What follows belongs to an exercise in optimizing a design on an open flow for small area and few clock cycles; a production flow would make more cautious choices.
The RTL was checked by simulation tests, not by an equivalence proof against the original design.
Power is estimated from default activity; no workload was simulated.

==> flow/config.mk <==
export PLATFORM = sky130hd
export DESIGN_NAME = gc9106_engine
export DESIGN_NICKNAME = gc9106_engine
export VERILOG_FILES = /design/flow/design.v
export SDC_FILE = /design/flow/constraint.sdc
export NUM_CORES = 4
export LEC_CHECK = 0
export CAP_MARGIN = 20
export CORE_MARGIN = 2
export CORE_UTILIZATION = 40
export SLEW_MARGIN = 20
==> flow/constraint.sdc <==
create_clock -name core_clock -period 12.0 [get_ports {clk}]
set_input_delay 2.4000 -clock core_clock [delete_from_list [all_inputs] [get_ports {clk}]]
set_output_delay 2.4000 -clock core_clock [all_outputs]
set_load 0.01 [all_outputs]
==> flow/design.v <==
module gc9106_spi (
    input  wire       clk,
    input  wire       rst,
    input  wire       ld,         
    input  wire       ld_dc,      
    input  wire [7:0] byte_in,
    output wire       last,       
    output wire       sclk,
    output wire       mosi,
    output reg        dc
);
    reg [3:0] bc;
    reg       act;
    assign last = act & (bc == 4'd15);
    assign sclk = act & bc[0];
    assign mosi = byte_in[~bc[3:1]];
    always @(posedge clk) begin
        if (rst)
            act <= 1'b0;
        else if (ld)
            act <= 1'b1;
        else if (last)
            act <= 1'b0;
    end
    always @(posedge clk) begin
        if (ld) begin
            dc <= ld_dc;
            bc <= 4'd0;
        end else begin
            bc <= bc + 4'd1;
        end
    end
endmodule
module gc9106_pixconv (
    input  wire [23:0] rgb,
    output wire [7:0]  q332,
    output wire [15:0] q565,
    input  wire [7:0]  p332,
    output wire [15:0] x565
);
    assign q332 = {rgb[23:21], rgb[15:13], rgb[7:6]};
    assign q565 = {rgb[23:19], rgb[15:10], rgb[7:3]};
    assign x565 = {p332[7:5], p332[7:6],                
                   p332[4:2], p332[4:2],                
                   p332[1:0], p332[1:0], p332[1]};      
endmodule
module gc9106_engine (
    input  wire        clk,
    input  wire        rst,           
    input  wire        host_we,
    input  wire [5:0]  host_addr,     
    input  wire [31:0] host_wdata,
    output reg  [31:0] host_rdata,    
    input  wire        tick_ms,
    output wire [15:0] rom_addr,
    input  wire [7:0]  rom_data,
    input  wire [15:0] rom_len,       
    output wire [13:0] fb_addr,
    output wire        fb_we,
    output wire [1:0]  fb_be,         
    output wire [15:0] fb_wdata,
    input  wire [15:0] fb_rdata,
    output reg         lcd_cs_n,
    output wire        lcd_dc,
    output wire        lcd_sclk,
    output wire        lcd_mosi,
    output reg         lcd_rst_n
);
    function [16:0] add16;               
        input [15:0] a;
        input [15:0] b;
        input        ci;
        integer i;
        reg c;
        begin
            c = ci;
            for (i = 0; i < 16; i = i + 1) begin
                add16[i] = a[i] ^ b[i] ^ c;
                c = (a[i] & b[i]) | (c & (a[i] ^ b[i]));
            end
            add16[16] = c;
        end
    endfunction
    function [8:0] add8;                 
        input [7:0] a;
        input [7:0] b;
        input       ci;
        integer i;
        reg c;
        begin
            c = ci;
            for (i = 0; i < 8; i = i + 1) begin
                add8[i] = a[i] ^ b[i] ^ c;
                c = (a[i] & b[i]) | (c & (a[i] ^ b[i]));
            end
            add8[8] = c;
        end
    endfunction
    function lt8;                        
        input [7:0] a;
        input [7:0] b;
        integer i;
        reg c;
        begin
            c = 1'b1;
            for (i = 0; i < 8; i = i + 1)
                c = (a[i] & ~b[i]) | (c & ~(a[i] ^ b[i]));
            lt8 = ~c;
        end
    endfunction
    function [8:0] dec9;
        input [8:0] a;
        integer i;
        reg b;
        begin
            b = 1'b1;
            for (i = 0; i < 9; i = i + 1) begin
                dec9[i] = a[i] ^ b;
                b = b & ~a[i];
            end
        end
    endfunction
    function [7:0] dec8;
        input [7:0] a;
        integer i;
        reg b;
        begin
            b = 1'b1;
            for (i = 0; i < 8; i = i + 1) begin
                dec8[i] = a[i] ^ b;
                b = b & ~a[i];
            end
        end
    endfunction
    localparam [2:0] ST_UNINIT   = 3'd0;
    localparam [2:0] ST_RESET    = 3'd1;
    localparam [2:0] ST_PLAY     = 3'd2;
    localparam [2:0] ST_CONFIG   = 3'd3;
    localparam [2:0] ST_READY    = 3'd4;
    localparam [2:0] ST_TRANSMIT = 3'd5;
    localparam [2:0] ST_FAILED   = 3'd6;
    localparam [4:0] S_IDLE  = 5'd0;
    localparam [4:0] S_VGX   = 5'd16;    
    localparam [4:0] S_VGY   = 5'd17;    
    localparam [4:0] S_VN    = 5'd18;    
    localparam [4:0] S_VLOOP = 5'd19;    
    localparam [4:0] S_VCF   = 5'd20;    
    localparam [4:0] S_VCF2  = 5'd21;    
    localparam [4:0] S_RST0  = 5'd22;    
    localparam [4:0] S_RSTL  = 5'd23;    
    localparam [4:0] S_PN0   = 5'd24;    
    localparam [4:0] S_REC   = 5'd8;   
    localparam [4:0] S_C1    = 5'd9;
    localparam [4:0] S_C2    = 5'd10;   
    localparam [4:0] S_C3    = 5'd13;   
    localparam [4:0] S_OPC   = 5'd14;   
    localparam [4:0] S_ARG   = 5'd15;   
    localparam [4:0] S_DSL   = 5'd11;   
    localparam [4:0] S_D2    = 5'd12;   
    localparam [4:0] S_MD    = 5'd1;   
    localparam [4:0] S_ME    = 5'd2;   
    localparam [4:0] S_MDS   = 5'd3;   
    localparam [4:0] S_INV0  = 5'd4;   
    localparam [4:0] S_INV   = 5'd5;   
    localparam [4:0] S_IDS   = 5'd6;   
    localparam [4:0] S_HDR   = 5'd25;   
    localparam [4:0] S_PIX   = 5'd26;   
    localparam [4:0] S_UDS   = 5'd27;   
    reg [1:0]  fin;           
    reg [4:0]  err;           
    reg [15:0] cfg_width, cfg_height, cfg_colstart, cfg_rowstart;
    reg [5:0]  cfg_mode;
    reg [15:0] pix_x, pix_y;
    reg [23:0] pix_color;
    wire fmt8        = cfg_mode[0];
    wire mode_invert = cfg_mode[2];
    wire rst_present = cfg_mode[5];
    wire [7:0] mode_byte = {cfg_mode[4], cfg_mode[3], 2'b00, cfg_mode[1], 3'b000};
    wire w_def = (cfg_width    == 16'd0);
    wire h_def = (cfg_height   == 16'd0);
    wire c_def = (cfg_colstart == 16'd0);
    wire [15:0] res_w  = w_def ? 16'd80  : cfg_width;
    wire [15:0] res_h  = h_def ? 16'd160 : cfg_height;
    wire [15:0] res_cs = c_def ? 16'd24  : cfg_colstart;
    wire [15:0] res_rs = cfg_rowstart;
    wire [7:0] W8  = res_w[7:0];
    wire [7:0] H8  = res_h[7:0];
    wire [7:0] CS8 = res_cs[7:0];
    wire [7:0] RS8 = res_rs[7:0];
    reg [4:0]  seq;
    wire       s_idle = (seq == 5'd0);
    wire       s_tx   = seq[4] & seq[3] & (seq[2:0] != 3'd0);
    wire       s_rst  = seq[4] & ~s_tx;
    wire       s_play = ~seq[4] & seq[3];
    wire       s_cfg  = ~seq[4] & ~seq[3] & ~s_idle;
    wire       busy   = ~s_idle;
    wire [2:0] state  = s_idle ? {fin[0] | fin[1], fin[1], 1'b0} :
                        {s_tx, s_play | s_cfg, s_rst | s_cfg | s_tx};
    wire       geom_vld = (s_idle & fin[0]) | s_cfg | s_tx;
    reg [15:0] ptr;          
    reg [8:0]  cnt;          
    reg        cf_d;         
    reg        hi;           
    reg        clearing;
    reg        sp_pend;      
    assign rom_addr = ptr;
    wire cnt_z   = (cnt == 9'd0);
    wire ptr_end = (ptr == rom_len);
    wire [7:0]  mul_a = sp_pend ? pix_y[7:0] : H8;
    wire [14:0] mul_b = sp_pend ? {7'd0, pix_x[7:0]} : 15'h7FFF;
    reg  [14:0] P;
    reg  [14:0] m_s, m_c, m_pp, m_ns, m_nc;
    reg         m_cy;
    integer     mi, mj;
    always @(*) begin
        m_s = mul_b;
        m_c = 15'd0;
        for (mi = 0; mi < 8; mi = mi + 1) begin
            m_pp = ({7'd0, W8 & {8{mul_a[mi]}}}) << mi;
            for (mj = 0; mj < 15; mj = mj + 1) begin
                m_ns[mj] = m_s[mj] ^ m_c[mj] ^ m_pp[mj];
                m_nc[mj] = (m_s[mj] & m_c[mj]) | (m_s[mj] & m_pp[mj]) | (m_c[mj] & m_pp[mj]);
            end
            m_s = m_ns;
            m_c = {m_nc[13:0], 1'b0};
        end
        m_cy = 1'b0;
        for (mj = 0; mj < 15; mj = mj + 1) begin
            P[mj] = m_s[mj] ^ m_c[mj] ^ m_cy;
            m_cy  = (m_s[mj] & m_c[mj]) | (m_cy & (m_s[mj] ^ m_c[mj]));
        end
    end
    wire [14:0] M = P;
    wire       sel_y = (seq == S_VGY) | ((seq == S_HDR) & (cnt[3:0] < 4'd5));
    wire [7:0] wa    = sel_y ? RS8 : CS8;
    wire [7:0] wb    = sel_y ? H8  : W8;
    wire [8:0] wsum0 = add8(wa, wb, 1'b0);
    wire [8:0] wsum  = dec9(wsum0);
    wire x_hi_ok = (res_cs[15:8] == 8'd0) & (res_w[15:8] == 8'd0);
    wire y_hi_ok = (res_rs[15:8] == 8'd0) & (res_h[15:8] == 8'd0);
    wire x_ok    = x_hi_ok & ~lt8(8'd131, wsum[7:0]) & ~wsum[8];
    wire y_ok    = y_hi_ok & ~lt8(8'd161, wsum[7:0]) & ~wsum[8] & (fmt8 | ~M[14]);
    wire in_range = (pix_x[15:8] == 8'd0) & lt8(pix_x[7:0], W8) &
                    (pix_y[15:8] == 8'd0) & lt8(pix_y[7:0], H8);
    wire [7:0]  c332;
    wire [15:0] c565;
    wire [7:0]  p332 = ptr[0] ? fb_rdata[7:0] : fb_rdata[15:8];
    wire [15:0] x565;
    gc9106_pixconv u_conv (
        .rgb  (pix_color),
        .q332 (c332),
        .q565 (c565),
        .p332 (p332),
        .x565 (x565)
    );
    reg  [7:0]  pa;
    reg         pc;
    always @(*) begin
        pa = 8'd0;
        pc = 1'b1;
        case (seq)
            S_VCF:  begin pa = {1'b0, rom_data[6:0]}; pc = rom_data[7]; end
            S_VCF2: begin pa = {6'd0, ~cnt_z, cnt_z}; pc = 1'b0; end
            S_C2:   begin pa = 8'hFF; pc = 1'b0; end
            S_OPC:  pa = 8'd1;
            default: if (clearing & fmt8) begin pa = 8'd2; pc = 1'b0; end
        endcase
    end
    wire [15:0] ptr_add = add16(ptr, {{8{pa[7]}}, pa}, pc);
    wire eq_h     = (ptr[14:1] == M[14:1]);
    wire eq_0     = (ptr[0] == M[0]);
    wire last_pix = eq_h & eq_0;
    wire last_clr = eq_h & (fmt8 | eq_0);
    wire [14:0] fa = sp_pend ? P : ptr[14:0];
    assign fb_addr  = fmt8 ? fa[14:1] : fa[13:0];
    assign fb_we    = clearing | (sp_pend & in_range);
    assign fb_wdata = clearing ? 16'd0 : (fmt8 ? {c332, c332} : c565);
    assign fb_be    = clearing ? {1'b1, ~(fmt8 & last_clr & ~M[0])}
                               : (fmt8 ? {~P[0], P[0]} : 2'b11);
    reg        ld;
    reg        ld_dc;
    reg  [7:0] cur_byte;
    wire       slot_last;
    gc9106_spi u_spi (
        .clk     (clk),
        .rst     (rst),
        .ld      (ld),
        .ld_dc   (ld_dc),
        .byte_in (cur_byte),
        .last    (slot_last),
        .sclk    (lcd_sclk),
        .mosi    (lcd_mosi),
        .dc      (lcd_dc)
    );
    reg [7:0] hdr_byte;
    always @(*) begin
        case (cnt[3:0])
            4'd10:   hdr_byte = 8'h2A;
            4'd8:    hdr_byte = CS8;
            4'd6:    hdr_byte = wsum[7:0];
            4'd5:    hdr_byte = 8'h2B;
            4'd3:    hdr_byte = RS8;
            4'd1:    hdr_byte = wsum[7:0];
            4'd0:    hdr_byte = 8'h2C;
            default: hdr_byte = 8'h00;
        endcase
    end
    always @(*) begin
        case (seq)
            S_MD:    cur_byte = 8'h36;
            S_ME:    cur_byte = mode_byte;
            S_INV:   cur_byte = 8'h21;
            S_HDR:   cur_byte = hdr_byte;
            S_PIX:   cur_byte = fmt8 ? (hi ? x565[15:8] : x565[7:0])
                                     : (hi ? fb_rdata[15:8] : fb_rdata[7:0]);
            default: cur_byte = rom_data;
        endcase
    end
    wire [3:0] widx   = host_addr[5:2];
    wire       wr_cmd = host_we & (widx == 4'h0);
    wire       wr_cfg = host_we & (widx >= 4'h2) & (widx <= 4'h6);
    wire [7:0] op     = host_wdata[7:0];
    wire       op_setup  = (op == 8'h01);
    wire       op_update = (op == 8'h02);
    wire       op_pixel  = (op == 8'h03);
    wire       op_valid  = op_setup | op_update | op_pixel;
    wire       st_uninit = s_idle & (fin == 2'd0);
    wire       st_ready  = s_idle & fin[0];
    wire       acc       = wr_cmd & ~busy & op_valid &
                           (op_setup ? st_uninit : st_ready);
    wire [8:0] dly_ms  = (rom_data == 8'hFF) ? 9'd500 : {1'b0, rom_data};
    wire       tick_en = tick_ms & ~cnt_z &
                         ((s_play & ~(seq[2] & (seq[1] | seq[0]))) |
                          (seq == S_RST0) | (seq == S_RSTL) | (seq == S_PN0));
    wire [8:0] cnt_dec = dec9(cnt);
    always @(*) begin
        ld    = 1'b0;
        ld_dc = 1'b1;
        if (acc & op_update) begin
            ld = 1'b1; ld_dc = 1'b0;
        end else begin
            case (seq)
                S_REC:  if (cnt_z & ptr_end) begin ld = 1'b1; ld_dc = 1'b0; end
                S_C3:   begin ld = 1'b1; ld_dc = 1'b0; end
                S_OPC, S_ARG: ld = slot_last & ~cnt_z;
                S_MD:   ld = slot_last;
                S_INV0: begin ld = 1'b1; ld_dc = 1'b0; end
                S_HDR:  begin
                    ld    = slot_last;
                    ld_dc = ~((cnt[3:0] == 4'd6) | (cnt[3:0] == 4'd1));
                end
                S_PIX:  ld = slot_last & (hi | ~last_pix);
                default: ;
            endcase
        end
    end
    always @(posedge clk) begin
        if (rst) begin
            fin          <= 2'd0;
            err          <= 5'd0;
            cfg_width    <= 16'd0;
            cfg_height   <= 16'd0;
            cfg_colstart <= 16'd0;
            cfg_rowstart <= 16'd0;
            cfg_mode     <= 6'd0;
            pix_x        <= 16'd0;
            pix_y        <= 16'd0;
            pix_color    <= 24'd0;
            lcd_cs_n     <= 1'b1;
            lcd_rst_n    <= 1'b1;
            seq          <= S_IDLE;
            clearing     <= 1'b0;
            sp_pend      <= 1'b0;
        end else begin
            sp_pend <= 1'b0;
            if (host_we) begin
                case (widx)
                    4'h2: if (st_uninit) cfg_width    <= host_wdata[15:0];
                    4'h3: if (st_uninit) cfg_height   <= host_wdata[15:0];
                    4'h4: if (st_uninit) cfg_colstart <= host_wdata[15:0];
                    4'h5: if (st_uninit) cfg_rowstart <= host_wdata[15:0];
                    4'h6: if (st_uninit) cfg_mode     <= host_wdata[5:0];
                    4'hB: pix_x     <= host_wdata[15:0];
                    4'hC: pix_y     <= host_wdata[15:0];
                    4'hD: pix_color <= host_wdata[23:0];
                    default: ;
                endcase
            end
            if (wr_cfg & ~st_uninit)
                err[2] <= 1'b1;
            if (wr_cmd) begin
                if (busy)
                    err[3] <= 1'b1;
                else if (!op_valid)
                    err[4] <= 1'b1;
                else if (!acc)
                    err[2] <= 1'b1;
            end
            if (acc) begin
                if (op_setup) begin
                    seq   <= S_VGX;
                    ptr   <= 16'd0;
                end else if (op_update) begin
                    lcd_cs_n <= 1'b0;
                    cnt      <= 9'd10;
                    ptr      <= 16'd0;
                    hi       <= 1'b1;
                    seq      <= S_HDR;
                end else begin
                    sp_pend  <= 1'b1;
                end
            end
            if (tick_en)
                cnt <= cnt_dec;
            if (clearing) begin
                if (last_clr) begin
                    clearing <= 1'b0;
                    ptr      <= 16'd1;
                end else
                    ptr      <= ptr_add;
            end
            case (seq)
                S_IDLE: ;
                S_VGX: if (x_ok) seq <= S_VGY;
                       else begin
                           fin    <= 2'd2;
                           err[0] <= 1'b1;
                           seq    <= S_IDLE;
                       end
                S_VGY: if (!y_ok) begin
                           fin    <= 2'd2;
                           err[0] <= 1'b1;
                           seq    <= S_IDLE;
                       end else if (rom_len == 16'd0) begin
                           fin    <= 2'd2;
                           err[1] <= 1'b1;
                           seq    <= S_IDLE;
                       end else
                           seq <= S_VN;
                S_VN: begin
                    cnt <= {1'b0, rom_data};
                    ptr <= (rom_data == 8'd0) ? 16'd1 : 16'd2;
                    seq <= S_VLOOP;
                end
                S_VLOOP: begin
                    if (cnt_z) begin
                        if (ptr_end) begin
                            ptr      <= 16'd0;
                            clearing <= 1'b1;
                            cnt      <= rst_present ? 9'd1 : 9'd100;
                            seq      <= S_RST0;
                        end else begin
                            fin    <= 2'd2;
                            err[1] <= 1'b1;
                            seq    <= S_IDLE;
                        end
                    end else
                        seq <= S_VCF;
                end
                S_VCF: begin
                    ptr <= ptr_add;
                    cnt <= cnt_dec;
                    seq <= S_VCF2;
                end
                S_VCF2: begin
                    ptr <= ptr_add;
                    seq <= S_VLOOP;
                end
                S_RST0: if (!rst_present) seq <= S_PN0;
                        else if (cnt_z) begin
                            lcd_rst_n <= 1'b0;
                            cnt       <= 9'd10;
                            seq       <= S_RSTL;
                        end
                S_RSTL: if (cnt_z) begin
                            lcd_rst_n <= 1'b1;
                            cnt       <= 9'd100;
                            seq       <= S_PN0;
                        end
                S_PN0: if (!clearing) begin
                    seq   <= S_REC;
                end
                S_REC: if (cnt_z) begin
                    if (ptr_end) begin
                        lcd_cs_n <= 1'b0;
                        seq      <= S_MD;
                    end else begin
                        ptr <= ptr_add;
                        seq <= S_C1;
                    end
                end
                S_C1: seq <= S_C2;
                S_C2: begin
                    cnt  <= {2'd0, rom_data[6:0]};
                    cf_d <= rom_data[7];
                    ptr  <= ptr_add;
                    seq  <= S_C3;
                end
                S_C3: begin
                    lcd_cs_n <= 1'b0;
                    seq      <= S_OPC;
                end
                S_OPC, S_ARG: if (slot_last) begin
                    ptr <= ptr_add;
                    if (cnt_z)
                        seq <= S_DSL;
                    else begin
                        cnt <= cnt_dec;
                        seq <= S_ARG;
                    end
                end
                S_DSL: begin
                    lcd_cs_n <= 1'b1;
                    seq      <= S_D2;
                end
                S_D2: begin
                    if (cf_d) begin
                        cnt <= dly_ms;
                        ptr <= ptr_add;
                    end
                    seq <= S_REC;
                end
                S_MD:  if (slot_last) seq <= S_ME;
                S_ME:  if (slot_last) seq <= S_MDS;
                S_MDS: begin
                    lcd_cs_n <= 1'b1;
                    if (mode_invert)
                        seq <= S_INV0;
                    else begin
                        fin   <= 2'd1;
                        seq   <= S_IDLE;
                    end
                end
                S_INV0: begin
                    lcd_cs_n <= 1'b0;
                    seq      <= S_INV;
                end
                S_INV: if (slot_last) seq <= S_IDS;
                S_IDS: begin
                    lcd_cs_n <= 1'b1;
                    fin      <= 2'd1;
                    seq      <= S_IDLE;
                end
                S_HDR: if (slot_last) begin
                    cnt <= cnt_dec;
                    if (cnt_z) seq <= S_PIX;
                end
                S_PIX: if (slot_last) begin
                    hi <= ~hi;
                    if (!hi) begin
                        if (last_pix) seq <= S_UDS;
                        else          ptr <= ptr_add;
                    end
                end
                S_UDS: begin
                    lcd_cs_n <= 1'b1;
                    fin      <= 2'd1;
                    seq      <= S_IDLE;
                end
                default: seq <= S_IDLE;
            endcase
        end
    end
    wire [3:0] ra   = host_addr[5:2];
    wire       t_w  = (ra == 4'h2) | ((ra == 4'h7) & geom_vld);
    wire       t_h  = (ra == 4'h3) | ((ra == 4'h8) & geom_vld);
    wire       t_cs = (ra == 4'h4) | ((ra == 4'h9) & geom_vld);
    wire       t_rs = (ra == 4'h5) | ((ra == 4'hA) & geom_vld);
    wire       d_w  = (ra == 4'h7) & geom_vld & w_def;
    wire       d_h  = (ra == 4'h8) & geom_vld & h_def;
    wire       d_cs = (ra == 4'h9) & geom_vld & c_def;
    always @(*) begin
        host_rdata = {16'd0,
                      ({16{t_w}}  & cfg_width)    | ({16{t_h}} & cfg_height) |
                      ({16{t_cs}} & cfg_colstart) | ({16{t_rs}} & cfg_rowstart) |
                      ({16{ra == 4'hB}} & pix_x)  | ({16{ra == 4'hC}} & pix_y) |
                      ({16{ra == 4'hD}} & pix_color[15:0]) |
                      {8'd0, d_h, d_w, d_h, d_w | d_cs, d_cs, 3'd0}}
                   | {8'd0, {8{ra == 4'hD}} & pix_color[23:16], 16'd0}
                   | {23'd0, {9{ra == 4'h1}} & {err, busy, state}}
                   | {26'd0, {6{ra == 4'h6}} & cfg_mode};
    end
endmodule
==> flow/flow/run.sh <==
#!/bin/bash
# Standard layout (the standard.sh) with two changes:
#  - ABC maps for area: a copy of the ORFS scripts whose abc_speed.script
#    ends with rounds of "dch; map -a" (flow/abc_speed.script);
#  - port buffers use the smallest buffer cell.
# Registers, their names and cell types are those of the standard synthesis.
set -euo pipefail
rm -rf scripts_abc
cp -r "$FLOW_HOME/scripts" scripts_abc
cp flow/abc_speed.script scripts_abc/abc_speed.script
bash standard.sh SCRIPTS_DIR="$PWD/scripts_abc" \
    BUFFER_PORTS_ARGS="-buffer_cell sky130_fd_sc_hd__buf_1" finish > standard.log 2>&1
==> flow/flow/abc_speed.script <==
&get -n
&st
&dch
&nf -R 1000 -p
&st
&syn2
&if -g -K 6
&synch2
&nf -R 1000 -p
&st
&syn2
&if -g -K 6
&synch2
&nf -R 1000 -p
&st
&syn2
&if -g -K 6
&synch2
&nf -R 1000 -p
&st
&syn2
&if -g -K 6
&synch2
&nf -R 1000 -p
&st
&syn2
&if -g -K 6
&synch2
&nf -R 1000 -p
&put
strash
dch -f
map -a
strash
dch -f
map -a
strash
dch -f
map -a
strash
dch -f
map -a
topo
==> flow/standard.sh <==
#!/bin/bash
# synth_recipe.tcl (not shown) runs the flow's synth.tcl, then flattens the netlist and writes it again
# the make line also repeats each setting of config.mk as NAME=value (left out here)
make -C /OpenROAD-flow-scripts/flow DESIGN_CONFIG=/design/flow/config.mk WORK_HOME=/design/flow/orfs CLKGATE_MAP_FILE= SYNTH_SCRIPT=/design/flow/synth_recipe.tcl "${@:-finish}"
==> results.toml, run 1 <==
[clock_tree]
htreeDepth = 4
worstSkewPairLatency_ns = 0.45
cts_tree = "done"
cts_made_buffers = 17
cts_root_buf = "clkbuf_16"
cts_max_path_buffers = 2
numClockSinks = 175
clkTransAtPathRegs_ns = 0.07

[synthesis]
syn_area_per_cell_sq_um = 7.46
synth_area_leaders = "dfxtp_1, fa_1, o21ai_0"
ys_seq_elements = 175
yosysMostFrequentCell = "clkinv_1"
synth_top_area_cell = "dfxtp_1"
synth-edff-count = 28
seq_area_frac_synth = 0.287
synthCells = 1770
synth_common_cells = "clkinv_1, nor2_1, o21ai_0, nand2_1, a21oi_1"
synthFlopType = "dfxtp_1"
yosys_warnings = 2
syn_area_sq_mm = 0.0132
synth_top_area_frac = 0.223
async_reset_ff_frac = 0
synth.distinct_cells = 50

[critical_path]
arrival_ns = 9.17
crit_path_start_kind = "flop"
path_max_fanout = 3
slowest_stage = "fa_2"
cp.required_ns = 9.60
crit_path_end_kind = "primary output"
critPathKind = "reg2out"
slowest_delay_ns = 0.55

[route]
wl_mm = 50.4
drtAntennaViolNets = 0
drcViolationCount = 0
drt_iter0_markers = 1355
vias_per_cell = 5.80
drt-pass1-iter-count = 5
wire_per_inst_um = 20.8
vias = 14072

[timing]
whs_ns = 0.447
max-slew-margin-rel = 0.239
grt_setup_unrepaired = "false"
maxSlewViolCount = 0
worst_pin_slew_ns = 1.13
fin_setup_tns_ns = 0
clock_skew_ns = 0.00899
period_share = 0.964
finalCriticalPeriod_ns = 11.57
max_clock_freq_ghz = 0.0864
finalHoldViolCount = 0
setup_viol = 0

[placement]
port_buffers = 149
dp_cells = 2392
place_congestion = 0.958
dpl_cell_area_sq_mm = 0.0146
hpwl_mm = 38.8

[floorplanning]
dieHeight_um = 186
ios = 168
fp.coreArea_sq_mm = 0.0325
dieArea_sq_mm = 0.0345
die_w_um = 186
start_util = 0.406
rows = 66

[run]
maxCapViolCount = 0

[grt]
grt-ovfl-total = 0
grt_start_max_net_pins = 73
grtUsageTotal = 0.296
antenna_found_initial = 0
grt_pass1_wl_mm = 77.4
grt_pass1_vias = 13258

[final_layout]
num_antenna_cells = 0
drive_gt1_frac = 0.0565
stdcell_count = 2425
fin_nets = 2176
fillCellCount = 3379
fin_area_sq_mm = 0.0152
syn_to_final_growth_pct = 15.2

[power]
vdd_drop_max_mv = 0.0947
p_per_area_mw_per_mm2 = 102
p_leak_nw = 5.25

[outcome]
status = "complete, no violations"

[min_path]
hold_path.class = "reg2reg"
## per-stage QoR
stage / setup WS, ns / utilization / total power [mW]
after global placement: 0.432 / 0.447 / 0.977
after detailed placement: 0.393 / 0.447 / 0.983
after global routing: 0.0356 / 0.467 / 1.63
after floorplan: 0.131 / - / 0.861
after CTS: 0.0775 / 0.465 / 1.55
final: 0.428 / 0.467 / 1.56
## cell type report
class / count / area [sq um] / share of cell area
clock buffers: 20 / 447 / 0.0294
clock inverters: 12 / 128 / 0.00839
inverters: 273 / 1030 / 0.0675
multi-input cells: 1321 / 8450 / 0.556
flip-flops and latches: 175 / 3780 / 0.249
well taps: 442 / 553 / 0.0364
repair buffers: 182 / 817 / 0.0537
## metal layers
layer,up-vias,global-route usage,wire length [um]
met3,106,0.0430,4130
met1,6694,0.399,21500
met2,694,0.480,22900
li1,6578,-,-
met5,-,0,0
met4,0,0.111,1810
## flip-flops by register name, summed over array words and instances, names as in the netlist, 6 cells and up
name          count
pix_color        24
cfg_colstart     16
cfg_height       16
cfg_rowstart     16
cfg_width        16
pix_x            16
pix_y            16
ptr              16
cnt               9
cfg_mode          6
## critical path: cells and delay by family (launching register included)
kind	cells	cell delay [ns]
adder cells (fa/ha/maj)	14	5.58
AND/OR/NAND/NOR	10	1.51
XOR/XNOR	3	0.62
buffers and inverters	6	0.51
flip-flops	1	0.34
AO/OA/AOI/OAI	2	0.19
## where the power goes
part,switching [mW],internal (mW),leakage (nW)
Combinational,0.224,0.128,3.50
Sequential,0.0227,0.612,1.47
Clock,0.270,0.298,0.282
## final timing paths
| kind | from | endpoint | slack [ns] | depth (start not counted) |
|---|---|---|---|---|
| setup / recovery | cfg_width[15] | fb_be[0] | 0.43 | 35 |
| hold / removal | pix_color[17] | pix_color[17] | 0.45 | 2 |
| setup reg to reg | cfg_width[15] | ptr[11] | 1.36 | 34 |
| hold reg to reg | pix_color[17] | pix_color[17] | 0.45 | 2 |
## cells by family after synthesis
kind of cell    after synthesis  share of synthesized area
xor+xnor                     26                     0.0173
buf+inv                     281                     0.0822
other cells                   1                   0.000284
mux                           6                    0.00455
flops                       175                      0.287
fa+ha+maj                   124                      0.164
simple gates                568                      0.181
compound gates              589                      0.264
## placed cells by master, fill, tap and decap left out, types with 5 or more instances in the layout
cell type  count
a211oi_1      32
nor2_1       225
o2111ai_1     15
buf_4         32
fa_2           6
clkbuf_16     17
o221ai_1       7
nand2_1      200
xnor2_1       11
o21a_1         6
nor3_1        31
o21ai_0      215
a221oi_1      15
nand3_1       43
conb_1         8
nor4_1        23
nand4_1       17
fa_1          76
o211ai_1      16
mux2i_1        6
nor2_2         5
clkinv_1     270
or2_2         10
buf_1        147
a21oi_1      175
a31oi_1       14
ha_1          42
edfxtp_1      28
a22oi_1       43
o22ai_1       20
dfxtp_1      146
xor2_1        13
## what timing repair did
action | CTS | global route
setup buffers | 0 | 1
setup endpoints to repair | 1 | 2
gates resized for setup | 2 | 16
pin swaps | 0 | 4
cloned | 0 | 0
hold buffers | 0 | 0
Testbench counts, summed over its fixed seeds: cycles 2,684,843.
==> inputs of run 2 (changes only) <==
--- a/flow/design.v
+++ b/flow/design.v
@@ -3,2 +3,3 @@
     input  wire       rst,
+    input  wire       act,        
     input  wire       ld,         
@@ -12,3 +13,2 @@
     reg [3:0] bc;
-    reg       act;
     assign last = act & (bc == 4'd15);
@@ -17,10 +17,2 @@
     always @(posedge clk) begin
-        if (rst)
-            act <= 1'b0;
-        else if (ld)
-            act <= 1'b1;
-        else if (last)
-            act <= 1'b0;
-    end
-    always @(posedge clk) begin
         if (ld) begin
@@ -283,2 +275,4 @@
     wire       slot_last;
+    wire       byte_st = (seq == S_OPC) | (seq == S_ARG) | (seq == S_MD) | (seq == S_ME) |
+                         (seq == S_INV) | (seq == S_HDR) | (seq == S_PIX);
     gc9106_spi u_spi (
@@ -286,2 +280,3 @@
         .rst     (rst),
+        .act     (byte_st),
         .ld      (ld),
--- a/flow/config.mk
+++ b/flow/config.mk
@@ -9,3 +9,3 @@
 export CORE_MARGIN = 2
-export CORE_UTILIZATION = 40
+export CORE_UTILIZATION = 60
 export SLEW_MARGIN = 20
==> run 2 against run 1 <==
Against the previous run: sequential share of layout area up 0.31 points; largest cell class unchanged; via count rose by 1.2%; highest routed layer unchanged; synthesized cell count is 1.0% lower.
==> results.toml, run 2 <==
[floorplanning]
dieHeight_um = 152
dieArea_sq_mm = 0.0230
die_w_um = 152
start_util = 0.605
rows = 54
fp.coreArea_sq_mm = 0.0216
ios = 168

[route]
wl_mm = 47.2
drcViolationCount = 0
drtAntennaViolNets = 0
wire_per_inst_um = 21.0
vias_per_cell = 6.35
drt_iter0_markers = 1631
vias = 14241
drt-pass1-iter-count = 7

[timing]
finalCriticalPeriod_ns = 11.51
fin_ws_ns = 0.485
setup_viol = 0
worst_pin_slew_ns = 1.10
max_clock_freq_ghz = 0.0868
fin_setup_tns_ns = 0
clock_skew_ns = 0.0227
maxSlewViolCount = 0
whs_ns = 0.447
finalHoldViolCount = 0
period_share = 0.960
max-slew-margin-rel = 0.260

[critical_path]
arrival_ns = 9.11
slowest_delay_ns = 0.55
worstSetupStartpoint = "cfg_width[11]"
crit_path_start_kind = "flop"
slowest_stage = "fa_2"
worstRegToRegCells = 34
path_max_fanout = 4
crit_path_end_kind = "primary output"
cp.required_ns = 9.60
crit_path_frequent_cell = "fa_1"
critPathKind = "reg2out"
reg2reg_from = "seq[3]"

[outcome]
status = "complete, no violations"

[grt]
grt_start_max_net_pins = 101
grt_pass1_vias = 13309
antenna_found_initial = 0
grtUsageTotal = 0.416
grt-ovfl-total = 0
grt_pass1_wl_mm = 73.2

[synthesis]
ys_seq_elements = 174
synth_top_family_by_area = "compound AO/OA/AOI/OAI gates"
synth_top_area_cell = "dfxtp_1"
yosys_warnings = 2
seq_area_frac_synth = 0.288
syn_area_sq_mm = 0.0131
synth-edff-count = 28
synth_adder_area_share = 0.166
synth_mux_area_frac = 0.00622
synth_top_area_frac = 0.223
synthCells = 1752
synth_common_cells = "clkinv_1, nor2_1, nand2_1, o21ai_0, a21oi_1"
synth_xor_area_frac = 0.0154
synth_compound_area_frac = 0.251
synthFlopType = "dfxtp_1"
syn_area_per_cell_sq_um = 7.47
synth_area_leaders = "dfxtp_1, fa_1, clkinv_1"
post_synth_and_or_nand_nor_area_fraction = 0.193
async_reset_ff_frac = 0
yosysMostFrequentCell = "clkinv_1"
synth.distinct_cells = 43

[power]
swShare = 0.347
clockPowerShare = 0.388
p_leak_nw = 5.21
p_int_mw = 1.02
power.switching_mw = 0.544
p_total_mw = 1.56
vdd_drop_max_mv = 0.0854
p_per_area_mw_per_mm2 = 105
p_comb_frac = 0.212
seqPwrFrac = 0.400

[final_layout]
regMostFlops = "pix_color"
largest_reg_flops = 24
syn_to_final_growth_pct = 14.2
drive_gt1_frac = 0.0550
fin_area_sq_mm = 0.0149
fin_nets = 2155
num_antenna_cells = 0
final_common_cell = "clkinv_1"
fillCellCount = 1862
final_cell_mix = "clkinv_1, nor2_1, nand2_1"

[min_path]
whs_path_depth = 2
min_from = "pix_color[18]"
hold_path.class = "reg2reg"

[clock_tree]
htreeDepth = 4
cts_tree = "done"
cts_made_buffers = 17
postCtsHoldBufs = 0
cts_root_buf = "clkbuf_16"
cts_max_path_buffers = 2
numClockSinks = 174
clkTransAtPathRegs_ns = 0.08
worstSkewPairLatency_ns = 0.45

[placement]
hpwl_mm = 36.0
dpl_cell_area_sq_mm = 0.0142
place_ws_ns = 0.376
port_buffers = 149
place_congestion = 1.05

[run]
maxCapViolCount = 0
run 2: changes by cell type after synthesis, sizes merged, moves of 6 or more:
cell    change
nand3       +8
a21oi       -6
nor2       +13
o21ai      -35
o211ai      -6
nor3        -7
clkinv      -7
nor4        +8
o22ai       +9
run 2: stage by stage:
stage                      util  instances
after floorplan               -       1759
after global placement    0.656       2207
after detailed placement  0.657       2208
after CTS                 0.687       2240
after global routing      0.691       2242
final                     0.691       2242
run 2: timing repair:
item	4_1_cts	5_1_grt
setup endpoints to repair	1	2
hold endpoints to repair	0	0
buffers inserted	0	2
pin swaps	1	7
gates resized for setup	1	19
run 2: final cells by class:
| type | count | area, sq um | area share |
|---|---|---|---|
| Clock buffer | 17 | 425 | 0.0285 |
| Clock inverter | 15 | 211 | 0.0142 |
| Inverter | 266 | 1000 | 0.0669 |
| Multi-Input combinational cell | 1311 | 8390 | 0.562 |
| Sequential cell | 174 | 3760 | 0.252 |
| Tap cell | 280 | 350 | 0.0234 |
| Timing Repair Buffer | 179 | 798 | 0.0534 |
run 2: final timing paths:
kind | endpoint | slack, ns
worst max-delay path | fb_be[0] | 0.49
worst min-delay path | pix_color[18] | 0.45
worst max register to register | ptr[15] | 2.00
worst min register to register | pix_color[18] | 0.45
run 2: metal layers:
| layer | GRT usage | routed length [um] | share of wire |
|---|---|---|---|
| met1 | 0.561 | 18500 | 0.39 |
| met2 | 0.651 | 21100 | 0.45 |
| met3 | 0.0674 | 5000 | 0.11 |
| met4 | 0.210 | 2600 | 0.055 |
| met5 | 0 | 0 | 0 |
run 2: logic make-up after synthesis:
kind of cell | after synthesis
XOR/XNOR | 23
multiplexers | 8
adder cells (fa/ha/maj) | 124
AO/OA/AOI/OAI | 553
AND/OR/NAND/NOR | 595
flip-flops | 174
other | 1
buffers and inverters | 274
run 2: power groups by stage:
stage	Clock, mW	Combinational (mW)	Sequential [mW]
2_1_floorplan	0	0.209	0.634
3_3_place_gp	0	0.304	0.637
3_5_place_dp	0	0.315	0.638
4_1_cts	0.602	0.316	0.624
5_1_grt	0.629	0.369	0.627
6_report	0.607	0.332	0.625
run 2: worst max-delay path, delay by kind of cell (launching register included):
family                   cells  cell delay [ns]
AO/OA/AOI/OAI                1             0.06
XOR/XNOR                     3             0.62
adder cells (fa/ha/maj)     14             5.54
buffers and inverters        8             0.66
flip-flops                   1             0.34
AND/OR/NAND/NOR              9             1.45
Testbench counts of run 2, summed over its fixed seeds: cycles 2,684,843.

## separate check: timing with driven ports
No port has a modelled driver above. Below, the same layouts with a new extraction and two added sets of constraints.
Step 1 assumes that a clkbuf_16 drives the clock port and a buf_2 every other input.
Step 2 moves the port delays by t, midway between the first and last clock arrival at a register: inputs arrive t later, outputs are due t later. That takes back most of the time a late clock gives input paths.
Three values: ideal ports, drivers, drivers and shift; two values: the first two.
| run | t, ns | slack for setup (ns) | pins driven straight from the clock port |
|---|---|---|---|
| run 1 | 0.491 | 0.428 / 0.381 / 0.873 | 1 |
| run 2 | 0.493 | 0.485 / 0.435 / 0.928 | 1 |
After both steps every run listed still meets setup and hold.
